Source: an optimization exercise on an open RTL-to-GDS flow (aim: a short achievable clock period and few clock cycles per item). Production flows keep margins and buffers that such runs may drop.
Only simulation tests tie the RTL to the original design; equivalence was not proved.
Power and IR drop assume default switching activity.

==> run a <==
## snappy_deframer
module snappy_deframer (
    input  wire        clk,
    input  wire        rst,             
    input  wire        cfg_crc_check,   
    input  wire        in_valid,
    output wire        in_ready,
    input  wire [31:0] in_data,         
    input  wire [2:0]  in_cnt,          
    input  wire        in_last,         
    output reg         out_valid,
    input  wire        out_ready,
    output reg  [31:0] out_data,
    output reg  [2:0]  out_cnt,
    output reg         out_last,        
    output reg         out_cmp,         
    output reg  [31:0] out_stored,      
    output reg  [31:0] out_crc,         
    output reg         done,
    output reg         err,
    output reg  [3:0]  err_code,
    output reg  [31:0] err_pos,
    output reg  [8:0]  err_info
);
    localparam E_MALFORMED = 4'h1;
    localparam E_UNSUP     = 4'h2;
    localparam E_SHORT     = 4'h6;
    localparam E_TOOLARGE  = 4'h7;
    localparam E_TRUNC     = 4'h8;
    localparam E_CHECKSUM  = 4'h9;
    localparam [31:0] CRC_MASK = 32'ha282ead8;
    localparam [47:0] MAGIC    = 48'h59_70_50_61_4e_73;    
    localparam FD = 16;           
    localparam FA = 4;            
    localparam FTH = 3;           
    localparam FW = 32 + 3 + 1 + 1 + 32 + 32;
    function [31:0] crc_loop;
        input [31:0] t;
        begin
            crc_loop[0] = t[31];
            crc_loop[1] = t[0];
            crc_loop[2] = t[1];
            crc_loop[3] = t[2];
            crc_loop[4] = t[3];
            crc_loop[5] = t[4];
            crc_loop[6] = t[5] ^ t[31];
            crc_loop[7] = t[6];
            crc_loop[8] = t[7] ^ t[31];
            crc_loop[9] = t[8] ^ t[31];
            crc_loop[10] = t[9] ^ t[31];
            crc_loop[11] = t[10] ^ t[31];
            crc_loop[12] = t[11];
            crc_loop[13] = t[12] ^ t[31];
            crc_loop[14] = t[13] ^ t[31];
            crc_loop[15] = t[14];
            crc_loop[16] = t[15];
            crc_loop[17] = t[16];
            crc_loop[18] = t[17] ^ t[31];
            crc_loop[19] = t[18] ^ t[31];
  ...
Settings: LEC_CHECK=0, CAP_MARGIN=20, CORE_MARGIN=2, CORE_UTILIZATION=55, PLACE_DENSITY=0.65, SLEW_MARGIN=20; clock period 15.0 ns.
standard.sh (not shown) runs the stock make flow with config.mk's settings and CLKGATE_MAP_FILE= SYNTH_SCRIPT=/design/flow/synth_recipe.tcl, a recipe that flattens the netlist after the stock synthesis.
==> flow/flow/run.sh <==
#!/bin/bash
# Standard ORFS layout, with timing repair asked to leave a setup margin so
# that the optimiser works towards a shorter period than the 15 ns clock
# (the SDC and clock are unchanged).
set -euo pipefail
export SETUP_SLACK_MARGIN=11.2
bash standard.sh > standard.log 2>&1
==> inputs of run b, as changes to run a <==
--- a/flow/design.v
+++ b/flow/design.v
@@ -360,18 +360,12 @@
     reg signed [17:0] q_D, q_Dn;
     reg [3:0]  q_P;
     reg [7:0]  q_kind;
     reg        q_first;
     reg [2:0]  q_cnt;
     reg        q_last;
-    reg        q_cont, q_dge5, q_fev, q_hcomp;
-    reg        q_isdat, q_iscmp, q_isunc, q_issid;
-    reg [2:0]  q_ba, q_bb;
-    wire       p_dge5 = p_cont && (pD > 18'sd4);
-    wire [2:0] p_dcap = p_dge5 ? 3'd4 : pD[2:0];
-    wire [1:0] p_hend = pD[1:0] + 2'd3;
     always @(posedge clk) begin
         if (rst) begin
             pD     <= 18'sd0;
             pP     <= 4'd0;
             pkind  <= 8'd0;
             pfirst <= 1'b1;
@@ -395,36 +389,28 @@
         q_Dn    <= p_Dn;
         q_P     <= pP;
         q_kind  <= pkind;
         q_first <= pfirst;
         q_cnt   <= r_cnt;
         q_last  <= r_last;
-        q_cont  <= p_cont;
-        q_dge5  <= p_dge5;
-        q_fev   <= p_cont && !p_dge5 && (pD[2:0] <= r_cnt);
-        q_hcomp <= !p_cont && ({1'b0, p_hend} < r_cnt);
-        q_isdat <= (pkind[7:1] == 7'd0);
-        q_iscmp <= (pkind == 8'h00);
-        q_isunc <= (pkind == 8'h01);
-        q_issid <= (pkind == 8'hff);
-        q_ba    <= (pP >= 4'd4) ? 3'd0 : (3'd4 - pP[2:0]);
-        q_bb    <= (p_dcap > r_cnt) ? r_cnt : p_dcap;
     end
     reg [31:0] wpos;          
     reg [31:0] fpos;          
     reg [31:0] stq;           
-    wire       cont  = q_cont;
-    wire       dge5  = q_dge5;
+    wire       cont  = !q_D[17] && (q_D != 18'sd0);
+    wire       dge5  = cont && (q_D > 18'sd4);
     wire [2:0] dlo   = q_D[2:0];
-    wire       isdat = q_isdat;
-    wire       iscmp = q_iscmp;
-    wire       isunc = q_isunc;
-    wire       issid = q_issid;
-    wire [2:0] ba    = q_ba;
-    wire [2:0] bb    = q_bb;
-    wire       fev   = q_fev;                           
+    wire       isdat = (q_kind[7:1] == 7'd0);
+    wire       iscmp = (q_kind == 8'h00);
+    wire       isunc = (q_kind == 8'h01);
+    wire       issid = (q_kind == 8'hff);
+    wire [2:0] ba    = (q_P >= 4'd4) ? 3'd0 : (3'd4 - q_P[2:0]);
+    wire [2:0] dcap  = dge5 ? 3'd4 : dlo;
+    wire [2:0] bb    = (dcap > q_cnt) ? q_cnt : dcap;
+    wire       fe    = cont && !dge5;                   
+    wire       fev   = fe && (dlo <= q_cnt);            
     wire       bany  = (bb > ba);
     wire [2:0] nb    = (cont && isdat && bany) ? (bb - ba) : 3'd0;
     wire       beat  = cont && isdat && (bany || fev);
     wire       cstart = cont && isdat && (q_P <= 4'd4);
     wire [31:0] bdata = q_data >> {ba, 3'b000};
     wire [3:0]  bmask;
@@ -442,13 +428,14 @@
     wire [63:0] win8 = {q_data, q_pw};                   
     wire [31:0] st_new = win8 >> {(3'd4 - q_P[2:0]), 3'b000};
     wire [31:0] st_cur = csum_done ? st_new : stq;
     wire [95:0] win12 = {q_data, q_pw, q_pw2};          
     wire [47:0] sid6  = win12 >> {(dlo + 3'd2), 3'b000};
     wire        sid_err = fev && issid && (sid6 != MAGIC);
-    wire        hcomp = q_hcomp;                       
+    wire [1:0]  hend  = q_D[1:0] + 2'd3;                
+    wire        hcomp = !cont && ({1'b0, hend} < q_cnt);
     wire [7:0]  hk    = q_hdr[7:0];
     wire [23:0] hl    = q_hdr[31:8];
     reg         hdr_bad;
     reg  [3:0]  hdr_code;
     reg  [8:0]  hdr_info;
     always @* begin
@@ -645,73 +632,57 @@
         f_eb     <= s_eb;
         f_done   <= s_done;
         f_ecode  <= s_ecode;
         f_einfo  <= s_einfo;
         f_epos   <= s_epos;
     end
-    reg        st_done, st_err;
-    reg [3:0]  st_code;
-    reg [31:0] st_pos;
-    reg [8:0]  st_info;
-    wire fin  = st_err | st_done;
+    wire fin  = err | done;
     wire push = f_v && f_beat && !fin;
     wire [FW-1:0] pdata = {f_data, f_n, f_last, f_cmp, f_stored, f_crc};
     always @(posedge clk) begin
         if (rst) begin
-            st_done <= 1'b0;
-            st_err  <= 1'b0;
+            done <= 1'b0;
+            err  <= 1'b0;
         end else if (f_v && !fin) begin
             if (f_chk && (f_crc != f_stored)) begin
-                st_err  <= 1'b1;
-                st_code <= E_CHECKSUM;
-                st_info <= 9'h101;
-                st_pos  <= f_fpos;
+                err      <= 1'b1;
+                err_code <= E_CHECKSUM;
+                err_info <= 9'h101;
+                err_pos  <= f_fpos;
             end else if (f_eb) begin
-                st_err  <= 1'b1;
-                st_code <= f_ecode;
-                st_info <= f_einfo;
-                st_pos  <= f_epos;
+                err      <= 1'b1;
+                err_code <= f_ecode;
+                err_info <= f_einfo;
+                err_pos  <= f_epos;
             end else if (f_done) begin
-                st_done <= 1'b1;
+                done <= 1'b1;
             end
         end
     end
-    always @(posedge clk) begin
-        if (rst) begin
-            done <= 1'b0;
-            err  <= 1'b0;
-        end else begin
-            done <= st_done;
-            err  <= st_err;
-        end
-        err_code <= st_code;
-        err_pos  <= st_pos;
-        err_info <= st_info;
-    end
     reg [FW-1:0] fmem [0:FD-1];
     reg [FA-1:0] wp, rp;
     wire [FA-1:0] used = wp - rp;
     wire fne  = (wp != rp);
     wire take = !out_valid || out_ready;
     always @(posedge clk) begin
         if (push) fmem[wp] <= pdata;
     end
-    wire [FW-1:0] head_nx = fne ? fmem[rp] : pdata;
-    reg  [FW-1:0] head_n;         
     always @(posedge clk) begin
         if (rst) begin
             wp        <= {FA{1'b0}};
             rp        <= {FA{1'b0}};
             out_valid <= 1'b0;
         end else begin
             if (push) wp <= wp + 1'b1;
-            if (take && (fne || push)) rp <= rp + 1'b1;
-            out_valid <= !take || fne || push;
+            if (take) begin
+                out_valid <= fne || push;
+                if (fne || push) rp <= rp + 1'b1;
+            end
         end
-        {out_data, out_cnt, out_last, out_cmp, out_stored, out_crc} <= take ? head_nx : ~head_n;
-        if (take) head_n <= ~head_nx;
+        if (take)
+            {out_data, out_cnt, out_last, out_cmp, out_stored, out_crc} <= fne ? fmem[rp] : pdata;
     end
     always @(posedge clk) begin
         if (rst) begin
             in_rdy   <= 1'b1;
             last_acc <= 1'b0;
         end else begin
==> flow/flow/run.sh (replaced) <==
#!/bin/bash
# Standard ORFS layout, with timing repair asked to leave a setup margin so
# that the optimiser works towards a shorter period than the 15 ns clock
# (the SDC and clock are unchanged).
set -euo pipefail
export SETUP_SLACK_MARGIN=10.8
bash standard.sh > standard.log 2>&1
CORE_UTILIZATION = 40   (was 55)
PLACE_DENSITY = not set   (was 0.65)
==> comparison table <==
                                                                              run a        run b
Worst IR Drop VDD                                                          0.128 mV     0.160 mV
Net Sw Frac                                                                   25.2%        27.6%
Average cell area after synthesis                                          16.0 µm²     16.1 µm²
Leakage power of the design                                               0.0512 µW    0.0478 µW
Hold Path End                                                           f_stored[4]   s_data[30]
Worst-margin pin slew                                                       1.19 ns      1.27 ns
Outcome                                                    timing/DRC/antenna clean  timing/DRC/antenna clean
Clk network pwr share                                                         36.3%        33.9%
Floorplan core area                                                     230,000 µm²  308,000 µm²
Wl on met1                                                               138,000 µm   149,000 µm
Number of multi-input combinational cells                                     4,128        4,018
Post-CTS setup-driven buffer insertion count                                     36           12
DRT Pass-1 Iters                                                                  6            9
Post-route cell area                                                    146,000 µm²  142,000 µm²
Timing startpoint of the critical path                                   out_crc[3]  out_crc[28]
Signal arrival time at the worst endpoint                                   1.47 ns      1.59 ns
Proportion of layout cells with a drive suffix above 1                        20.5%        20.6%
Number of logic inverters in the finished layout                                131          127
Count of antenna diodes in the layout                                             2            1
Multiplexer share of the synthesized area                                     12.9%        12.5%
Fraction of area in multi-input gates                                         27.2%        27.5%
Final non-clock buffer share                                                  2.84%        2.03%
Clock-pin slew of the registers on the worst-case setup and hold paths      0.06 ns      0.07 ns
Post-detailed-placement cell area                                       134,000 µm²  131,000 µm²
Wire length on met3                                                       23,100 µm    20,600 µm
Width of the die                                                             486 µm       560 µm
Testbench counts of run a, summed over its fixed seeds: cycles 70,740, bytes 280,481.
Testbench counts of run b, summed over its fixed seeds: cycles 70,724, bytes 280,481.

[re-timing with driven ports]
The results above use ideal ports. As a check the final layouts listed here were re-extracted and re-timed, cells and wires unchanged.
Step 1 sets driving cells, clkbuf_16 on the clock port and buf_2 on the other inputs (assumed; they add their load-dependent delay and slew).
Step 2 also shifts input and output timing later by t, the mid clock arrival at the registers, as if the neighbouring blocks saw the same clock.
Three values: ideal, step 1, step 2; two values: the first two.
| run | shift t [ns] | setup WS [ns] | cell pins on the clock port's net |
|---|---|---|---|
| run a | 1.013 | 10.526 / 10.434 / 10.363 | 1 |
| run b | 0.962 | 10.408 / 10.307 / 9.950 | 1 |
After both steps setup and hold are still met in every run listed. For run b, which loses most, drivers alone change the setup slack by -0.101 ns; drivers and shift together by -0.458 ns.
